This is an optimization exercise on Yosys and OpenROAD, whose aim is small area, a short achievable clock period and few clock cycles, not a production implementation. At most, simulation tests tie the RTL to the original design; equivalence was not proved. No driver is modelled on the clock port, so clocking that relies on it looks cheaper here than on a real chip. Power and IR drop assume default switching activity.

Design cs281_dl_rx, start of the top module:
module cs281_dl_rx (
    input  wire       clk,
    input  wire       rst,         
    input  wire       in_valid,
    input  wire [7:0] in_data,
    output wire       in_ready,
    output wire       ev_valid,
    input  wire       ev_ready,
    output wire [1:0] ev_kind,
    output wire [7:0] ev_data,
    output wire       ev_last,
    output wire [7:0] fault
);
Size: roughly 570 flip-flops, roughly 33 I/O pins, about 13000 um2 of cells after synthesis.
clock: 8.0 ns
lec_check: 0
abc_clock_period_in_ps: 2800
cap_margin: 20
core_margin: 2
core_utilization: 40
cts_buf_list: sky130_fd_sc_hd__clkbuf_4
place_density: 0.6
setup_slack_margin: 5
slew_margin: 20
run.sh (not shown) runs the stock make flow with config.mk's settings and CLKGATE_MAP_FILE= SYNTH_SCRIPT=/design/flow/synth_recipe.tcl, a recipe that flattens the netlist after the stock synthesis.
==> next run, changes <==
- CTS_BUF_LIST: sky130_fd_sc_hd__clkbuf_4 -> sky130_fd_sc_hd__clkbuf_16
- CTS_CLUSTER_DIAMETER: not set -> 100
- CTS_CLUSTER_SIZE: not set -> 30
What happened: The changed run went through all stages and came out clean; critical path depth falls by 4; sequential power is about the same; global-route usage falls by 1.2 points.
==> next run, changes <==
==> flow/flow/run.sh (new file) <==
#!/bin/bash
# Standard layout, with a tighter timing-repair target and faster port buffers.
set -euo pipefail
bash standard.sh SETUP_SLACK_MARGIN=5.5 "BUFFER_PORTS_ARGS=-buffer_cell sky130_fd_sc_hd__buf_4" finish > standard_flow.log 2>&1
==> flow/standard.sh (new file) <==
#!/bin/bash
# synth_recipe.tcl (not shown) runs the flow's synth.tcl, then flattens the netlist and writes it again
# the make line also repeats each setting of config.mk as NAME=value (left out here)
make -C /OpenROAD-flow-scripts/flow DESIGN_CONFIG=/design/flow/config.mk WORK_HOME=/design/flow/orfs CLKGATE_MAP_FILE= SYNTH_SCRIPT=/design/flow/synth_recipe.tcl "${@:-finish}"
- ABC_CLOCK_PERIOD_IN_PS: 2800 -> 2500
- CTS_BUF_LIST: sky130_fd_sc_hd__clkbuf_16 -> not set
- CTS_CLUSTER_DIAMETER: 100 -> not set
- CTS_CLUSTER_SIZE: 30 -> not set
- SETUP_SLACK_MARGIN: 5 -> not set
removed: flow/run.sh
Result: Power came out higher by 25%; routed wire length came out higher by 4.9%; sequential power barely changes; via count came out higher by 7.0%; fmax came out higher by 9.3%; area after synthesis does not change; worst hold slack is better by 12 ps; sequential share of layout area came out lower by 6.2 points; core utilization came out higher by 4.0 points; flip-flop and latch count does not change.
==> next run, changes <==
==> flow/flow/run.sh (replaced) <==
#!/bin/bash
# Standard layout, with a tighter timing-repair target and faster port buffers.
set -euo pipefail
bash standard.sh SETUP_SLACK_MARGIN=5.3 "BUFFER_PORTS_ARGS=-buffer_cell sky130_fd_sc_hd__buf_2" finish > standard_flow.log 2>&1
- CTS_BUF_LIST: not set -> sky130_fd_sc_hd__clkbuf_16
- CTS_CLUSTER_DIAMETER: not set -> 100
- CTS_CLUSTER_SIZE: not set -> 30
Non-clock buffer count came out lower by 4.
Via count goes down by 5.6%.
Final area decreases by 8.0%.
Utilization falls by 4.0 points.
No run of this note included a check of the RTL's function; only the layout flow was run.

---

ember:
Another version of the RTL of cs281_dl_rx (not shown whole).
Size in the first run: about 870 cells after synthesis, roughly 570 flip-flops, ~33 I/O pins, ~13000 sq um of cells after synthesis.
// cs281_dl_rx
module cs281_dl_rx (
    input  wire       clk,
    input  wire       rst,         
    input  wire       in_valid,
    input  wire [7:0] in_data,
    output wire       in_ready,
    output wire       ev_valid,
    input  wire       ev_ready,
    output wire [1:0] ev_kind,
    output wire [7:0] ev_data,
    output wire       ev_last,
    output wire [7:0] fault
);
export LEC_CHECK = 0
export ABC_CLOCK_PERIOD_IN_PS = 2500
export CAP_MARGIN = 20
export CORE_MARGIN = 2
export CORE_UTILIZATION = 40
export CTS_BUF_LIST = sky130_fd_sc_hd__clkbuf_16
export CTS_CLUSTER_DIAMETER = 100
export CTS_CLUSTER_SIZE = 30
export PLACE_DENSITY = 0.6
export SLEW_MARGIN = 20
create_clock -name core_clock -period 8.0 [get_ports {clk}]
standard.sh (not shown) runs the stock make flow with config.mk's settings and CLKGATE_MAP_FILE= SYNTH_SCRIPT=/design/flow/synth_recipe.tcl, a recipe that flattens the netlist after the stock synthesis.
==> flow/flow/run.sh <==
#!/bin/bash
# Standard layout, with a tighter timing-repair target and faster port buffers.
set -euo pipefail
bash standard.sh SETUP_SLACK_MARGIN=5.3 "BUFFER_PORTS_ARGS=-buffer_cell sky130_fd_sc_hd__buf_2" finish > standard_flow.log 2>&1
Testbench counts of ember, summed over its fixed seeds: cycles 24,382.
--- input diff ember..juniper ---
==> flow/flow/run.sh <==
#!/bin/bash
# Standard layout, with a tighter timing-repair target and faster port buffers.
set -euo pipefail
bash standard.sh SETUP_SLACK_MARGIN=5.5 "BUFFER_PORTS_ARGS=-buffer_cell sky130_fd_sc_hd__buf_2" finish > standard_flow.log 2>&1
==> comparison <==
Diff ember -> juniper: buffer depth of the longest clock path did not really move; global-route wire length before repair neither gained nor lost much; fmax moved up; relative area change from synthesis to final layout higher; all-layer global routing usage shows no meaningful change.

---

job 4892:
Another version of the RTL of cs281_dl_rx (not shown whole).
Size in the first run: roughly 560 flip-flops, ~13000 um2 of cells after synthesis.
## cs281_dl_rx
module cs281_dl_rx (
    input  wire       clk,
    input  wire       rst,         
    input  wire       in_valid,
    input  wire [7:0] in_data,
    output wire       in_ready,
    output wire       ev_valid,
    input  wire       ev_ready,
    output wire [1:0] ev_kind,
    output wire [7:0] ev_data,
    output wire       ev_last,
    output wire [7:0] fault
);
clock: 8.0 ns
lec_check: 0
abc_clock_period_in_ps: 2500
cap_margin: 20
core_margin: 2
core_utilization: 40
cts_buf_list: sky130_fd_sc_hd__clkbuf_16
cts_cluster_diameter: 100
cts_cluster_size: 30
place_density: 0.6
slew_margin: 20
==> flow/flow/run.sh <==
#!/bin/bash
# Standard layout, with a tighter timing-repair target, faster port buffers,
# and the clock tree's root buffer removed after CTS (flow/post_cts.tcl).
set -euo pipefail
bash standard.sh SETUP_SLACK_MARGIN=5.5 "BUFFER_PORTS_ARGS=-buffer_cell sky130_fd_sc_hd__buf_2" POST_CTS_TCL=$PWD/flow/post_cts.tcl finish > standard_flow.log 2>&1
==> flow/flow/post_cts.tcl <==
set root_pins [get_pins -of_objects [get_nets clk] -filter "direction == input"]
set root [get_cells -of_objects $root_pins]
if { [llength $root_pins] == 1 } {
  set next [get_pins -of_objects [get_nets -of_objects [get_pins -of_objects $root -filter "direction == output"]] -filter "direction == input"]
  if { [llength $next] <= 4 } {
    puts "post_cts: removing clock root buffer [get_full_name $root]"
    remove_buffers $root
    estimate_parasitics -placement
    repair_timing_helper
    detailed_placement
    check_placement -verbose
  }
}
Job 4892 went all the way through the flow, and no timing, DRC or antenna check failed.
Changes in job 6721 relative to job 4892:
==> flow/flow/run.sh <==
#!/bin/bash
# Standard layout, with a tighter timing-repair target and faster port buffers.
set -euo pipefail
bash standard.sh SETUP_SLACK_MARGIN=5.3 "BUFFER_PORTS_ARGS=-buffer_cell sky130_fd_sc_hd__buf_2" finish > standard_flow.log 2>&1
removed: flow/flow/post_cts.tcl
[summary]
- Max freq job 4892 -> job 6721: degraded
- Taking job 4892 as the reference, in job 6721 arrival time at the worst endpoint up 0.15 ns; final period demand of the worst path went up 0.16 ns.
- The final layouts of job 6721 and job 4892 pass the timing, DRC and antenna checks.
## Diff of input files: job 8890 against job 6721
==> flow/flow/run.sh <==
#!/bin/bash
# Standard layout, with a tighter timing-repair target and faster port buffers.
set -euo pipefail
bash standard.sh SETUP_SLACK_MARGIN=5.5 "BUFFER_PORTS_ARGS=-buffer_cell sky130_fd_sc_hd__buf_2" finish > standard_flow.log 2>&1
==> results.txt <==
Comparing job 6721 against job 8890, there is no change at all in synthesis-stage register bit count.
[compare] base=job 6721 new=job 8890: leakage power grew by 0.054 nW, fraction of the cycle the final worst path needs lost 0.34 points, number of gates resized after CTS rose by 24.
Share of total power in combinational logic was higher in job 8890 than in job 6721.
Fmax, job 6721 and job 8890: smaller value in job 6721
Met2 track demand over resource in global routing (higher): job 8890
Compared with job 6721, job 8890 shows count of buffers not belonging to the clock network in the layout that has gone up by a few percent.
First-pass GRT wire length ends up lower on job 6721.
Between job 6721 and job 8890, worst setup slack is lower for job 6721, job 8890 comes in above that.
There was hardly any difference in share of final layout cell area taken by clock buffers and inverters between job 8890 and job 6721.
No run of this note included a check of the RTL's function; only the layout flow was run.

---

Another version of the RTL of cs281_dl_rx (not shown whole).
Size: ~840 cells after synthesis, about 560 flip-flops, ~0.013 mm^2 of cells after synthesis.
clock: 8.0 ns
lec_check: 0
abc_clock_period_in_ps: 2500
cap_margin: 20
core_margin: 2
core_utilization: 40
cts_buf_list: sky130_fd_sc_hd__clkbuf_16
cts_cluster_diameter: 100
cts_cluster_size: 30
place_density: 0.6
slew_margin: 20
==> flow/flow/run.sh <==
#!/bin/bash
# Standard layout, with a tighter timing-repair target and faster port buffers.
set -euo pipefail
bash standard.sh SETUP_SLACK_MARGIN=5.5 "BUFFER_PORTS_ARGS=-buffer_cell sky130_fd_sc_hd__buf_2" finish > standard_flow.log 2>&1
The baseline passed the timing, DRC and antenna checks.
Change:
==> flow/flow/run.sh (replaced) <==
#!/bin/bash
# Standard layout, with a tighter timing-repair target and faster port buffers.
set -euo pipefail
bash standard.sh SETUP_SLACK_MARGIN=5.3 "BUFFER_PORTS_ARGS=-buffer_cell sky130_fd_sc_hd__buf_2" finish > standard_flow.log 2>&1
Effect:
- The new run passed the timing, DRC and antenna checks
- worst setup slack is better by 0.011 ns
- maximum frequency goes up by 0.40%
- sequential cell count is unchanged
No functional check of the RTL was part of any run of this note.

---

cs281_dl_rx with an RTL version that a note above also has.
Size in the first run: roughly 870 cells after synthesis, roughly 570 flip-flops, ~33 I/O pins, roughly 13,000 µm² of cells after synthesis.
Settings: LEC_CHECK=0, ABC_CLOCK_PERIOD_IN_PS=2800, CAP_MARGIN=20, CORE_MARGIN=2, CORE_UTILIZATION=40, CTS_BUF_LIST=sky130_fd_sc_hd__clkbuf_8, PLACE_DENSITY=0.6, SETUP_SLACK_MARGIN=5, SLEW_MARGIN=20; clock period 8.0 ns.
run.sh (not shown) runs the stock make flow with config.mk's settings and CLKGATE_MAP_FILE= SYNTH_SCRIPT=/design/flow/synth_recipe.tcl, a recipe that flattens the netlist after the stock synthesis.
Stock flow here: none of the scripts above is used.
The first run completed without violations.
Rerun with:
--- a/flow/config.mk
+++ b/flow/config.mk
@@ -12 +11,0 @@
-export CTS_BUF_LIST = sky130_fd_sc_hd__clkbuf_8
Final area climbs by 0.37%.
Area after synthesis stays the same.
Total power climbs by 4.2%.
Register-to-register slack improves by 60 ps.
Fmax climbs by 0.68%.
Setup slack improves by 20 ps.
Worst hold slack improves by 11 ps.
Via count drops by 2.1%.
Sequential power hardly moves.
Rerun with:
--- a/flow/config.mk
+++ b/flow/config.mk
@@ -8 +7,0 @@
-export ABC_CLOCK_PERIOD_IN_PS = 2800
@@ -13 +11,0 @@
-export SETUP_SLACK_MARGIN = 5
Hold slack hardly moves.
Setup slack got worse by 830 ps.
Routed wire length came out lower by 2.5%.
Design area came out lower by 1.9%.
Fmax came out lower by 22%.
Critical path depth came out higher by 4.
Flip-flop and latch count is unchanged.
Utilization came out lower by 0.95 points.
Global-route usage came out lower by 0.26 points.
Via count hardly moves.
Rerun with:
==> flow/flow/run.sh (new file) <==
#!/bin/bash
# Standard layout, with a tighter timing-repair target and faster port buffers.
set -euo pipefail
bash standard.sh SETUP_SLACK_MARGIN=5.6 "BUFFER_PORTS_ARGS=-buffer_cell sky130_fd_sc_hd__buf_2" finish > standard_flow.log 2>&1
==> flow/standard.sh (new file) <==
#!/bin/bash
# synth_recipe.tcl (not shown) runs the flow's synth.tcl, then flattens the netlist and writes it again
# the make line also repeats each setting of config.mk as NAME=value (left out here)
make -C /OpenROAD-flow-scripts/flow DESIGN_CONFIG=/design/flow/config.mk WORK_HOME=/design/flow/orfs CLKGATE_MAP_FILE= SYNTH_SCRIPT=/design/flow/synth_recipe.tcl "${@:-finish}"
--- a/flow/config.mk
+++ b/flow/config.mk
@@ -7,0 +8 @@
+export ABC_CLOCK_PERIOD_IN_PS = 2500
@@ -10,0 +12,3 @@
+export CTS_BUF_LIST = sky130_fd_sc_hd__clkbuf_16
+export CTS_CLUSTER_DIAMETER = 100
+export CTS_CLUSTER_SIZE = 30
removed: flow/run.sh
Result:
- wire length decreases by about 1.2%
- first-iteration DRC count increases by about 6%
- total power decreases by about 17%
- combinational power increases by about 9%
- design area decreases by about 3%
- hold slack gets better by 12 ps
- cell count decreases by about 2%
- non-clock buffer count increases by 26
- maximum frequency increases by about 37%
Function was not checked in any run of this note: the RTL went through the layout flow alone.

==> static timing again, ports no longer ideal <==
No port has a modelled driver above. Below, the same layouts with a new extraction and two added sets of constraints. Step 1 sets driving cells, clkbuf_16 on the clock port and buf_2 on the other inputs (assumed; they add their load-dependent delay and slew). Step 2 moves the port delays by t, midway between the first and last clock arrival at a register: inputs arrive t later, outputs are due t later. That takes back most of the time a late clock gives input paths. Three values: ideal, step 1, step 2; two values: the first two.
run	shift t [ns]	setup slack, ns	hold WS [ns]
the first run of note 1	0.764	5.083 / 5.069 / 4.330	0.286 / 0.286 / 0.286
the second run of note 1	0.577	5.043 / 5.057 / 4.480	0.308 / 0.308 / 0.308
the third run of note 1	0.586	5.294 / 5.288 / 4.702	0.320 / 0.320 / 0.320
the fourth run of note 1	0.577	5.320 / 5.310 / 4.751	0.318 / 0.318 / 0.318
ember	0.577	5.361 / 5.315 / 4.832	0.325 / 0.325 / 0.325
juniper	0.572	5.376 / 5.329 / 4.959	0.324 / 0.324 / 0.324
job 4892	0.454	5.504 / 5.447 / 5.097	0.320 / 0.320 / 0.320
job 6721	0.572	5.348 / 5.305 / 4.972	0.331 / 0.331 / 0.331
job 8890	0.571	5.375 / 5.331 / 5.051	0.320 / 0.320 / 0.320
the first run of note 4	0.569	5.224 / 5.214 / 4.645	0.321 / 0.321 / 0.321
the second run of note 4	0.577	5.235 / 5.233 / 4.656	0.324 / 0.324 / 0.324
the first run of note 5	0.625	5.091 / 5.069 / 4.475	0.303 / 0.303 / 0.303
the second run of note 5	0.587	5.111 / 5.114 / 4.540	0.314 / 0.314 / 0.314
the third run of note 5	0.583	4.277 / 4.287 / 3.704	0.317 / 0.317 / 0.317
the fourth run of note 5	0.575	5.278 / 5.277 / 4.703	0.330 / 0.330 / 0.330
After both steps setup and hold are still met in every run listed. For the first run of note 1, which loses most, drivers alone change the setup slack by -0.014 ns; drivers and shift together by -0.753 ns.
